Source: an optimization exercise on an open RTL-to-GDS flow (aim: small area, a short achievable clock period and few clock cycles). Production flows keep margins and buffers that such runs may drop. Function not checked in this run: the RTL went through the layout flow alone. Power is estimated from default activity; no workload was simulated.

### design/flow/constraint.sdc
create_clock -name core_clock -period 25.0 [get_ports {clk}]
set_input_delay 5.0000 -clock core_clock [delete_from_list [all_inputs] [get_ports {clk}]]
set_output_delay 5.0000 -clock core_clock [all_outputs]
set_load 0.01 [all_outputs]
### design/flow/design.v
module yuv_ct (
    input  wire [7:0] r,
    input  wire [7:0] g,
    input  wire [7:0] b,
    output wire [7:0] y,
    output wire [7:0] u,
    output wire [7:0] v
);
    wire [17:0] ny = 18'd299 * r + 18'd587 * g + 18'd114 * b;
    wire [17:0] nu = 18'd128000 + 18'd499 * b - 18'd169 * r - 18'd331 * g;
    wire [21:0] nv = 22'd1280000 + 22'd4990 * r - 22'd4180 * g - 22'd813 * b;
    wire [17:0] qy = ny / 18'd1000;
    wire [17:0] qu = nu / 18'd1000;
    wire [21:0] qv = nv / 22'd10000;
    assign y = qy[7:0];
    assign u = qu[7:0];
    assign v = qv[7:0];
endmodule
module yuv_encoder (
    input  wire        clk,
    input  wire        rst,
    input  wire        reg_we,
    input  wire [3:0]  reg_addr,
    input  wire [31:0] reg_wdata,
    output reg  [31:0] reg_rdata,
    output reg         mem_req,
    output reg         mem_we,
    output reg  [31:0] mem_addr,
    output reg  [7:0]  mem_wdata,
    input  wire [7:0]  mem_rdata,
    input  wire        mem_ready
);
    localparam [31:0] ID_VALUE = 32'h59555601;
    localparam [4:0] S_IDLE    = 5'd0,
                     S_CHK     = 5'd1,
                     S_MUL     = 5'd2,
                     S_RANGE   = 5'd3,
                     S_C_RD    = 5'd4,
                     S_C_CALC  = 5'd5,
                     S_C_WR    = 5'd6,
                     S_P1_RD   = 5'd7,
                     S_P1_CALC = 5'd8,
                     S_P1_WY   = 5'd9,
                     S_P1_WA   = 5'd10,
                     S_P2_RD   = 5'd11,
                     S_P2_ACC  = 5'd12,
                     S_P2_WU   = 5'd13,
                     S_P2_WV   = 5'd14,
                     S_DONE    = 5'd15;
    reg [31:0] variant_r, width_r, height_r, src_r, dst0_r, dst1_r, dst2_r;
    reg        st_busy, st_done, st_err;
    reg [2:0]  st_errcode;
    reg [1:0]  st_nout;
    reg [11:0] out_kinds;
    reg [31:0] j_var, j_w, j_h, j_src, j_dst0, j_dst1, j_dst2;
    reg [4:0]  state;
    reg [1:0]  mul_idx;
    reg [5:0]  mul_cnt;
    reg [61:0] mul_acc, mul_a;
    reg [30:0] mul_b;
    reg [61:0] p_wh, p_cwh, p_cwch;
    reg [31:0] xcol, row;
    reg [31:0] src_ptr, d0_ptr, d2_ptr, uv_ptr, row_a;
    reg [2:0]  bcnt;
    reg [1:0]  samp;
    reg [7:0]  pix [0:7];
    reg [7:0]  ob  [0:3];
    reg [9:0]  sum_u, sum_v;
    wire [31:0] cw = (j_w + 32'd1) >> 1;
    wire [31:0] ch = (j_h + 32'd1) >> 1;
    wire [31:0] row_stride = j_w << 2;
    wire start_wr = reg_we && (reg_addr == 4'd1) && reg_wdata[0];
    always @(*) begin
        case (reg_addr)
            4'd0:  reg_rdata = ID_VALUE;
            4'd2:  reg_rdata = {22'd0, st_nout, 1'b0, st_errcode, 1'b0, st_err, st_done, st_busy};
            4'd3:  reg_rdata = {20'd0, out_kinds};
            4'd4:  reg_rdata = variant_r;
            4'd5:  reg_rdata = width_r;
            4'd6:  reg_rdata = height_r;
            4'd7:  reg_rdata = src_r;
            4'd8:  reg_rdata = dst0_r;
            4'd9:  reg_rdata = dst1_r;
            4'd10: reg_rdata = dst2_r;
            default: reg_rdata = 32'd0;
        endcase
    end
    wire [7:0] y0, u0, v0, y1, u1, v1;
    wire       odd_edge = (xcol + 32'd1 == j_w);
    wire [7:0] p1r = odd_edge ? pix[0] : pix[4];
    wire [7:0] p1g = odd_edge ? pix[1] : pix[5];
    wire [7:0] p1b = odd_edge ? pix[2] : pix[6];
    wire [7:0] p1a = odd_edge ? pix[3] : pix[7];
    yuv_ct ct0 (.r(pix[0]), .g(pix[1]), .b(pix[2]), .y(y0), .u(u0), .v(v0));
    yuv_ct ct1 (.r(p1r),    .g(p1g),    .b(p1b),    .y(y1), .u(u1), .v(v1));
    wire [8:0] pu = ({1'b0, u0} + {1'b0, u1} + 9'd1) >> 1;
    wire [8:0] pv = ({1'b0, v0} + {1'b0, v1} + 9'd1) >> 1;
    wire [65:0] sz_src = {2'b00, p_wh, 2'b00};
    wire [65:0] sz_d0  = j_var[1] ? {4'd0, p_wh} : {2'b00, p_cwh, 2'b00};
    wire [65:0] sz_d1  = {3'd0, p_cwch, 1'b0};
    wire [65:0] sz_d2  = {4'd0, p_wh};
    wire [65:0] b_src  = {34'd0, j_src};
    wire [65:0] b_d0   = {34'd0, j_dst0};
    wire [65:0] b_d1   = {34'd0, j_dst1};
    wire [65:0] b_d2   = {34'd0, j_dst2};
    wire [65:0] e_src  = b_src + sz_src;
    wire [65:0] e_d0   = b_d0 + sz_d0;
    wire [65:0] e_d1   = b_d1 + sz_d1;
    wire [65:0] e_d2   = b_d2 + sz_d2;
    localparam [65:0] ADDR_TOP = 66'h1_0000_0000;
    wire use_d1 = j_var[1];
    wire use_d2 = j_var[1] & j_var[0];
    wire range_ok = (e_src <= ADDR_TOP) && (e_d0 <= ADDR_TOP) &&
                    (!use_d1 || e_d1 <= ADDR_TOP) && (!use_d2 || e_d2 <= ADDR_TOP);
    wire dj_s0 = (e_src <= b_d0) || (e_d0 <= b_src);
    wire dj_s1 = (e_src <= b_d1) || (e_d1 <= b_src);
    wire dj_01 = (e_d0 <= b_d1)  || (e_d1 <= b_d0);
    wire dj_s2 = (e_src <= b_d2) || (e_d2 <= b_src);
    wire dj_02 = (e_d0 <= b_d2)  || (e_d2 <= b_d0);
    wire dj_12 = (e_d1 <= b_d2)  || (e_d2 <= b_d1);
    wire disjoint = dj_s0 && (!use_d1 || (dj_s1 && dj_01)) &&
                    (!use_d2 || (dj_s2 && dj_02 && dj_12));
    wire        dx_ok = (xcol + 32'd1 < j_w);
    wire        dy_ok = (row + 32'd1 < j_h);
    wire [31:0] p2_addr = row_a + ((samp[1] && dy_ok) ? row_stride : 32'd0)
                        + (xcol << 2) + ((samp[0] && dx_ok) ? 32'd4 : 32'd0)
                        + {29'd0, bcnt};
    wire [10:0] su_q = ({1'b0, sum_u} + 11'd2) >> 2;
    wire [10:0] sv_q = ({1'b0, sum_v} + 11'd2) >> 2;
    always @(*) begin
        mem_req   = 1'b0;
        mem_we    = 1'b0;
        mem_addr  = src_ptr;
        mem_wdata = 8'd0;
        case (state)
            S_C_RD, S_P1_RD: begin
                mem_req  = 1'b1;
                mem_addr = src_ptr;
            end
            S_C_WR: begin
                mem_req   = 1'b1;
                mem_we    = 1'b1;
                mem_addr  = d0_ptr;
                mem_wdata = ob[bcnt[1:0]];
            end
            S_P1_WY: begin
                mem_req   = 1'b1;
                mem_we    = 1'b1;
                mem_addr  = d0_ptr;
                mem_wdata = ob[0];
            end
            S_P1_WA: begin
                mem_req   = 1'b1;
                mem_we    = 1'b1;
                mem_addr  = d2_ptr;
                mem_wdata = pix[3];
            end
            S_P2_RD: begin
                mem_req  = 1'b1;
                mem_addr = p2_addr;
            end
            S_P2_WU: begin
                mem_req   = 1'b1;
                mem_we    = 1'b1;
                mem_addr  = uv_ptr;
                mem_wdata = su_q[7:0];
            end
            S_P2_WV: begin
                mem_req   = 1'b1;
                mem_we    = 1'b1;
                mem_addr  = uv_ptr + cw;
                mem_wdata = sv_q[7:0];
            end
            default: ;
        endcase
    end
    wire xfer = mem_req && mem_ready;
    task p1_advance;
        begin
            if (xcol + 32'd1 == j_w) begin
                xcol <= 32'd0;
                row  <= row + 32'd1;
                if (row + 32'd1 == j_h) begin
                    row    <= 32'd0;
                    row_a  <= j_src;
                    uv_ptr <= j_dst1;
                    samp   <= 2'd0;
                    sum_u  <= 10'd0;
                    sum_v  <= 10'd0;
                    state  <= S_P2_RD;
                end else
                    state <= S_P1_RD;
            end else begin
                xcol  <= xcol + 32'd1;
                state <= S_P1_RD;
            end
        end
    endtask
    task reject(input [2:0] code);
        begin
            st_busy    <= 1'b0;
            st_done    <= 1'b1;
            st_err     <= 1'b1;
            st_errcode <= code;
            state      <= S_IDLE;
        end
    endtask
    always @(posedge clk) begin
        if (rst) begin
            variant_r  <= 32'd0;
            width_r    <= 32'd0;
            height_r   <= 32'd0;
            src_r      <= 32'd0;
            dst0_r     <= 32'd0;
            dst1_r     <= 32'd0;
            dst2_r     <= 32'd0;
            st_busy    <= 1'b0;
            st_done    <= 1'b0;
            st_err     <= 1'b0;
            st_errcode <= 3'd0;
            st_nout    <= 2'd0;
            out_kinds  <= 12'd0;
            j_var      <= 32'd0;
            j_w        <= 32'd0;
            j_h        <= 32'd0;
            j_src      <= 32'd0;
            j_dst0     <= 32'd0;
            j_dst1     <= 32'd0;
            j_dst2     <= 32'd0;
            state      <= S_IDLE;
        end else begin
            if (reg_we) begin
                case (reg_addr)
                    4'd4:  variant_r <= reg_wdata;
                    4'd5:  width_r   <= reg_wdata;
                    4'd6:  height_r  <= reg_wdata;
                    4'd7:  src_r     <= reg_wdata;
                    4'd8:  dst0_r    <= reg_wdata;
                    4'd9:  dst1_r    <= reg_wdata;
                    4'd10: dst2_r    <= reg_wdata;
                    default: ;
                endcase
            end
            case (state)
            S_IDLE: begin
                if (start_wr) begin
                    st_busy    <= 1'b1;
                    st_done    <= 1'b0;
                    st_err     <= 1'b0;
                    st_errcode <= 3'd0;
                    st_nout    <= 2'd0;
                    out_kinds  <= 12'd0;
                    j_var      <= variant_r;
                    j_w        <= width_r;
                    j_h        <= height_r;
                    j_src      <= src_r;
                    j_dst0     <= dst0_r;
                    j_dst1     <= dst1_r;
                    j_dst2     <= dst2_r;
                    state      <= S_CHK;
                end
            end
            S_CHK: begin
                if ($signed(j_w) <= 0 || $signed(j_h) <= 0)
                    reject(3'd1);
                else if (j_var > 32'd3)
                    reject(3'd2);
                else begin
                    mul_idx <= 2'd0;
                    mul_cnt <= 6'd0;
                    mul_acc <= 62'd0;
                    mul_a   <= {31'd0, j_w[30:0]};
                    mul_b   <= j_h[30:0];
                    state   <= S_MUL;
                end
            end
            S_MUL: begin
                if (mul_b[0])
                    mul_acc <= mul_acc + mul_a;
                mul_a   <= mul_a << 1;
                mul_b   <= mul_b >> 1;
                mul_cnt <= mul_cnt + 6'd1;
                if (mul_cnt == 6'd31) begin
                    mul_acc <= 62'd0;
                    mul_cnt <= 6'd0;
                    mul_idx <= mul_idx + 2'd1;
                    case (mul_idx)
                        2'd0: begin
                            p_wh  <= mul_acc;
                            mul_a <= {31'd0, cw[30:0]};
                            mul_b <= j_h[30:0];
                        end
                        2'd1: begin
                            p_cwh <= mul_acc;
                            mul_a <= {31'd0, cw[30:0]};
                            mul_b <= ch[30:0];
                        end
                        default: begin
                            p_cwch <= mul_acc;
                            state  <= S_RANGE;
                        end
                    endcase
                end
            end
            S_RANGE: begin
                if (!range_ok)
                    reject(3'd3);
                else if (!disjoint)
                    reject(3'd4);
                else begin
                    case (j_var[1:0])
                        2'd0:    begin st_nout <= 2'd1; out_kinds <= 12'h001; end
                        2'd1:    begin st_nout <= 2'd1; out_kinds <= 12'h002; end
                        2'd2:    begin st_nout <= 2'd2; out_kinds <= 12'h043; end
                        default: begin st_nout <= 2'd3; out_kinds <= 12'h543; end
                    endcase
                    xcol    <= 32'd0;
                    row     <= 32'd0;
                    bcnt    <= 3'd0;
                    src_ptr <= j_src;
                    d0_ptr  <= j_dst0;
                    d2_ptr  <= j_dst2;
                    state   <= j_var[1] ? S_P1_RD : S_C_RD;
                end
            end
            S_C_RD: begin
                if (xfer) begin
                    pix[bcnt] <= mem_rdata;
                    src_ptr   <= src_ptr + 32'd1;
                    bcnt      <= bcnt + 3'd1;
                    if (bcnt == 3'd7 || (bcnt == 3'd3 && odd_edge))
                        state <= S_C_CALC;
                end
            end
            S_C_CALC: begin
                if (j_var[0]) begin
                    ob[0] <= {y0[7:2], pu[7:6]};
                    ob[1] <= {y1[7:2], pv[7:6]};
                    ob[2] <= {pu[5:2], pv[5:2]};
                    ob[3] <= {pix[3][7:4], p1a[7:4]};
                end else begin
                    ob[0] <= y0;
                    ob[1] <= y1;
                    ob[2] <= pu[7:0];
                    ob[3] <= pv[7:0];
                end
                bcnt  <= 3'd0;
                state <= S_C_WR;
            end
            S_C_WR: begin
                if (xfer) begin
                    d0_ptr <= d0_ptr + 32'd1;
                    bcnt   <= bcnt + 3'd1;
                    if (bcnt == 3'd3) begin
                        bcnt <= 3'd0;
                        if (xcol + 32'd2 >= j_w) begin
                            xcol  <= 32'd0;
                            row   <= row + 32'd1;
                            state <= (row + 32'd1 == j_h) ? S_DONE : S_C_RD;
                        end else begin
                            xcol  <= xcol + 32'd2;
                            state <= S_C_RD;
                        end
                    end
                end
            end
            S_P1_RD: begin
                if (xfer) begin
                    pix[bcnt] <= mem_rdata;
                    src_ptr   <= src_ptr + 32'd1;
                    bcnt      <= bcnt + 3'd1;
                    if (bcnt == 3'd3)
                        state <= S_P1_CALC;
                end
            end
            S_P1_CALC: begin
                ob[0] <= y0;
                bcnt  <= 3'd0;
                state <= S_P1_WY;
            end
            S_P1_WY: begin
                if (xfer) begin
                    d0_ptr <= d0_ptr + 32'd1;
                    if (j_var[0])
                        state <= S_P1_WA;
                    else
                        p1_advance;
                end
            end
            S_P1_WA: begin
                if (xfer) begin
                    d2_ptr <= d2_ptr + 32'd1;
                    p1_advance;
                end
            end
            S_P2_RD: begin
                if (xfer) begin
                    pix[bcnt] <= mem_rdata;
                    bcnt      <= bcnt + 3'd1;
                    if (bcnt == 3'd2)
                        state <= S_P2_ACC;
                end
            end
            S_P2_ACC: begin
                sum_u <= sum_u + {2'b00, u0};
                sum_v <= sum_v + {2'b00, v0};
                bcnt  <= 3'd0;
                samp  <= samp + 2'd1;
                state <= (samp == 2'd3) ? S_P2_WU : S_P2_RD;
            end
            S_P2_WU: begin
                if (xfer)
                    state <= S_P2_WV;
            end
            S_P2_WV: begin
                if (xfer) begin
                    sum_u <= 10'd0;
                    sum_v <= 10'd0;
                    if (xcol + 32'd2 >= j_w) begin
                        xcol   <= 32'd0;
                        uv_ptr <= uv_ptr + 32'd1 + cw;
                        row_a  <= row_a + (row_stride << 1);
                        row    <= row + 32'd2;
                        state  <= (row + 32'd2 >= j_h) ? S_DONE : S_P2_RD;
                    end else begin
                        xcol   <= xcol + 32'd2;
                        uv_ptr <= uv_ptr + 32'd1;
                        state  <= S_P2_RD;
                    end
                end
            end
            S_DONE: begin
                st_busy <= 1'b0;
                st_done <= 1'b1;
                state   <= S_IDLE;
            end
            default: state <= S_IDLE;
            endcase
        end
    end
endmodule
### design/flow/run.sh
#!/bin/bash
# synth_recipe.tcl (not shown) runs the flow's synth.tcl, then flattens the netlist and writes it again
# the make line also repeats each setting of config.mk as NAME=value (left out here)
make -C /OpenROAD-flow-scripts/flow DESIGN_CONFIG=/design/flow/config.mk WORK_HOME=/design/flow/orfs CLKGATE_MAP_FILE= SYNTH_SCRIPT=/design/flow/synth_recipe.tcl finish
### design/flow/config.mk
export PLATFORM = sky130hd
export DESIGN_NAME = yuv_encoder
export DESIGN_NICKNAME = yuv_encoder
export VERILOG_FILES = /design/flow/design.v
export SDC_FILE = /design/flow/constraint.sdc
export NUM_CORES = 4
export LEC_CHECK = 0
export CAP_MARGIN = 20
export CORE_MARGIN = 2
export CORE_UTILIZATION = 25
export SLEW_MARGIN = 20
==> summary.txt <==
## power by group
part           internal (mW)  switching [mW]  leakage [nW]
clock                   1.18           0.886          2.20
sequential              2.16          0.0514          10.4
combinational           2.10            3.59          41.1
## kinds of logic after synthesis
family                     Yosys count
AOI/OAI and AO/OA                 3625
buffers and inverters             1802
and+or+nand+nor                   4093
muxes                              218
adders and majority gates         2182
DFF                               1153
xor gates and xnor gates          1007
## sequential cells by signal, indices dropped and copies added, names as in the netlist, 60 cells and up
name	count
mul_acc	62
p_cwh	62
p_wh	62
pix	60
p_cwch	62
mul_a	62
## cells in the final DEF (no fill, tap or decap), types with 160 or more instances in the layout
master / Yosys / layout
ha_1: 1752 / 1752
nor2_1: 766 / 751
nor3_1: 246 / 236
nand3_1: 299 / 298
nand4_1: 219 / 219
o21bai_1: 283 / 283
dfxtp_1: 463 / 462
fa_1: 407 / 407
xnor2_1: 722 / 722
a21o_1: 246 / 246
a21oi_1: 1409 / 1406
inv_1: 1306 / 1305
and3_1: 161 / 160
edfxtp_1: 690 / 690
nand2_1: 1611 / 1603
nand2b_1: 164 / 163
o21ai_0: 610 / 605
xor2_1: 284 / 284
nor2b_1: 164 / 164
## layout make-up
| class | count | share of cell area |
|---|---|---|
| Timing Repair Buffer | 271 | 0.01767 |
| Clock inverter | 56 | 0.003371 |
| Antenna cell | 5 | 0.00009338 |
| Inverter | 1312 | 0.03681 |
| Tap cell | 6425 | 0.06000 |
| Sequential cell | 1153 | 0.2238 |
| Multi-Input combinational cell | 11130 | 0.6284 |
| Clock buffer | 190 | 0.02986 |
## worst max-delay path, delay by kind of cell, from the launching register on
kind                     cells  cell delay [ps]
flip-flops                   1              470
multiplexers                 3             1300
adder cells (fa/ha/maj)     11             4160
AO/OA/AOI/OAI               31             7080
buffers and inverters        5              960
XOR/XNOR                     6             1780
AND/OR/NAND/NOR             27             6130
## per-stage QoR
| step | hold WS (ps) | worst slack (ps) |
|---|---|---|
| after floorplan | 430.8 | 6144 |
| after global placement | 442.2 | 3236 |
| after detailed placement | 445.1 | 3052 |
| after CTS | 454.5 | 2919 |
| after global routing | 465.3 | 959.8 |
| final | 452.7 | 2655 |
## worst min path at each step
stage / start / to / cells after the start
final: j_var[10] / j_var[10] / 2
after global routing: j_var[25] / j_var[25] / 2
after CTS: j_var[26] / j_var[26] / 2
after detailed placement: j_var[10] / j_var[10] / 2
after global placement: j_var[12] / j_var[12] / 2
after floorplan: j_var[14] / j_var[14] / 2
## per-layer routing
| metal | part of all wire | up-vias | track usage |
|---|---|---|---|
| li1 | - | 50090 | - |
| met1 | 0.44 | 50770 | 0.2305 |
| met2 | 0.45 | 3594 | 0.2793 |
| met3 | 0.069 | 696 | 0.02502 |
| met4 | 0.049 | 12 | 0.07184 |
| met5 | 0.00017 | - | 0 |
==> flow_metrics.env <==
export IMPL_max_freq_mhz=44.75
export IMPL_reg2regPathDepth=83
export IMPL_ys_seq_area_frac=0.2484
export IMPL_hold_buffers=0
export IMPL_status="no timing/DRC/antenna violations"
export IMPL_grt_max_degree=165
export IMPL_rrSetupSlack_ps=2650
export IMPL_clk_latency_ps=840
export IMPL_cts_sinks=1153
export IMPL_io_pins=122
export IMPL_cts_reportedPaths_clkPinSlew_ps=70
export IMPL_cts_max_level=4
export IMPL_synth_area_top_cells="ha_1 (18%), edfxtp_1 (17%), dfxtp_1 (7.7%), fa_1 (6.7%), a21oi_1 (5.8%)"
export IMPL_crit_start="xcol[1]"
export IMPL_synth_edf_count=690
export IMPL_fin_cells=20540
export IMPL_yosysTopAreaCellShare=0.1816
export IMPL_yosys_area_share_simple=0.1599
export IMPL_worstSetupPathType="flip-flop to flip-flop"
export IMPL_synth_common_cells="ha_1 (1752), nand2_1 (1611), a21oi_1 (1409)"
export IMPL_syn_to_final_growth_pct=10.98
export IMPL_endpoint="ob[1][0]"
export IMPL_drtPass1Iterations=7
export IMPL_synth_async_sr_flop_share=0
export IMPL_ys_seq_elements=1153
export IMPL_postLayoutCoreUtil=0.2781
export IMPL_grt_overflow=0
export IMPL_grt_pass1_wl_mm=649.3
export IMPL_cts_tree="built"
export IMPL_hold_violations=0
export IMPL_first_iter_violations=10120
export IMPL_postRouteAntennaNets=0
export IMPL_postSynthCellCount=14080
export IMPL_place_hpwl_mm=354.3
export IMPL_grt_setup_unrepaired="no"
export IMPL_reg2reg_to="ob[1][0]"
export IMPL_path_max_fanout=41
export IMPL_synth_compound_area_frac=0.1919
export IMPL_routabilityCongestion=0.9745
export IMPL_final_net_count=16210
export IMPL_die_h_um=698.9
export IMPL_skew_ps=98.56
export IMPL_worstSetupEndpointType="flip-flop"
export IMPL_setup_violations_final=0
export IMPL_synth_warnings=3
export IMPL_yosysMostFrequentCell="ha_1"
export IMPL_synth_mux_area_frac=0.01918
export IMPL_dp_cells=20290
export IMPL_maxCapViolations=0
export IMPL_slew_headroom=0.09127
export IMPL_drt_drc_violations_left=0
export IMPL_synth_fa_ha_area_frac=0.2510
export IMPL_grt_usage=0.1730
export IMPL_post_cts_buffers=0
export IMPL_grt_pass1_vias=100100
export IMPL_cp_arrival_ps=22870
export IMPL_multi_input_area_um2=84190
export IMPL_root_buffer="clkbuf_16"
export IMPL_syn_area_um2=120700
export IMPL_synth_nets=16290
export IMPL_drive_above_1_share=0.04806
export IMPL_start_kind="flip-flop"
export IMPL_rows=255
export IMPL_slowest_delay_ps=680
export IMPL_p_total_mw=9.960
export IMPL_crit_required_ps=25520
export IMPL_io_buffers=121
export IMPL_slew_viol_final=0
export IMPL_numCtsBuffers=143
export IMPL_crit_top_cell="a21oi_1"
export IMPL_synth_top_flop_cell="edfxtp_1"
export IMPL_post_route_min_period_ps=22350
export IMPL_cts_resized=0
export IMPL_antenna_found_initial=27
export IMPL_cts_max_path_buffers=4
export IMPL_place_area_um2=129500
export IMPL_fillers=51660
export IMPL_synth_top_family_by_area="adder cells"
export IMPL_synth_top_area_cell="ha_1"
export IMPL_p_per_area_nw_per_um2=74.34
export IMPL_synth_cell_types=136
export IMPL_coreArea_um2=481800
export IMPL_fin_setup_tns_ps=0
export IMPL_syn_avg_cell_area_um2=8.575
export IMPL_dieArea_um2=488500
export IMPL_vias=105200
export IMPL_floorplan_initialDensity=0.2506
export IMPL_crit_reg2reg_launch="xcol[1]"
export IMPL_die_w_um=698.9
export IMPL_period_share=0.8938
export IMPL_cp_slowest_cell="xor2_1"
export IMPL_finalWirelength_mm=440.0
export IMPL_leakagePower_nw=53.69
export IMPL_via_per_inst=5.121
export IMPL_finalInstanceArea_um2=134000
export IMPL_wl_per_cell_um=21.43
export IMPL_worst_pin_slew_ps=1349
export IMPL_synth_xor_area_frac=0.07312
export IMPL_ir_drop_uv=205.3
export IMPL_hold_class="flip-flop to flip-flop"
export IMPL_seq_area_um2=29990

[re-timing with driven ports]
No port has a modelled driver above. Below, the same layout with a new extraction and two added sets of constraints. Step 1, drivers: a clkbuf_16 drives clk and a buf_2 each remaining input, both assumed. Step 2 also shifts input and output timing later by t, the mid clock arrival at the registers, as if the neighbouring blocks saw the same clock. a / b / c = ideal / step 1 / step 2; a / b = the first two.
t (ns): 0.887
slack for setup (ns): 2.655 / 2.655 / 2.655
worst setup path at the end: register to register
latest minus earliest clock arrival (ns): 0.099 / 0.099
After both steps this run still meets setup and hold. For this run, drivers alone change the setup slack by 0.000 ns; drivers and shift together by 0.000 ns.
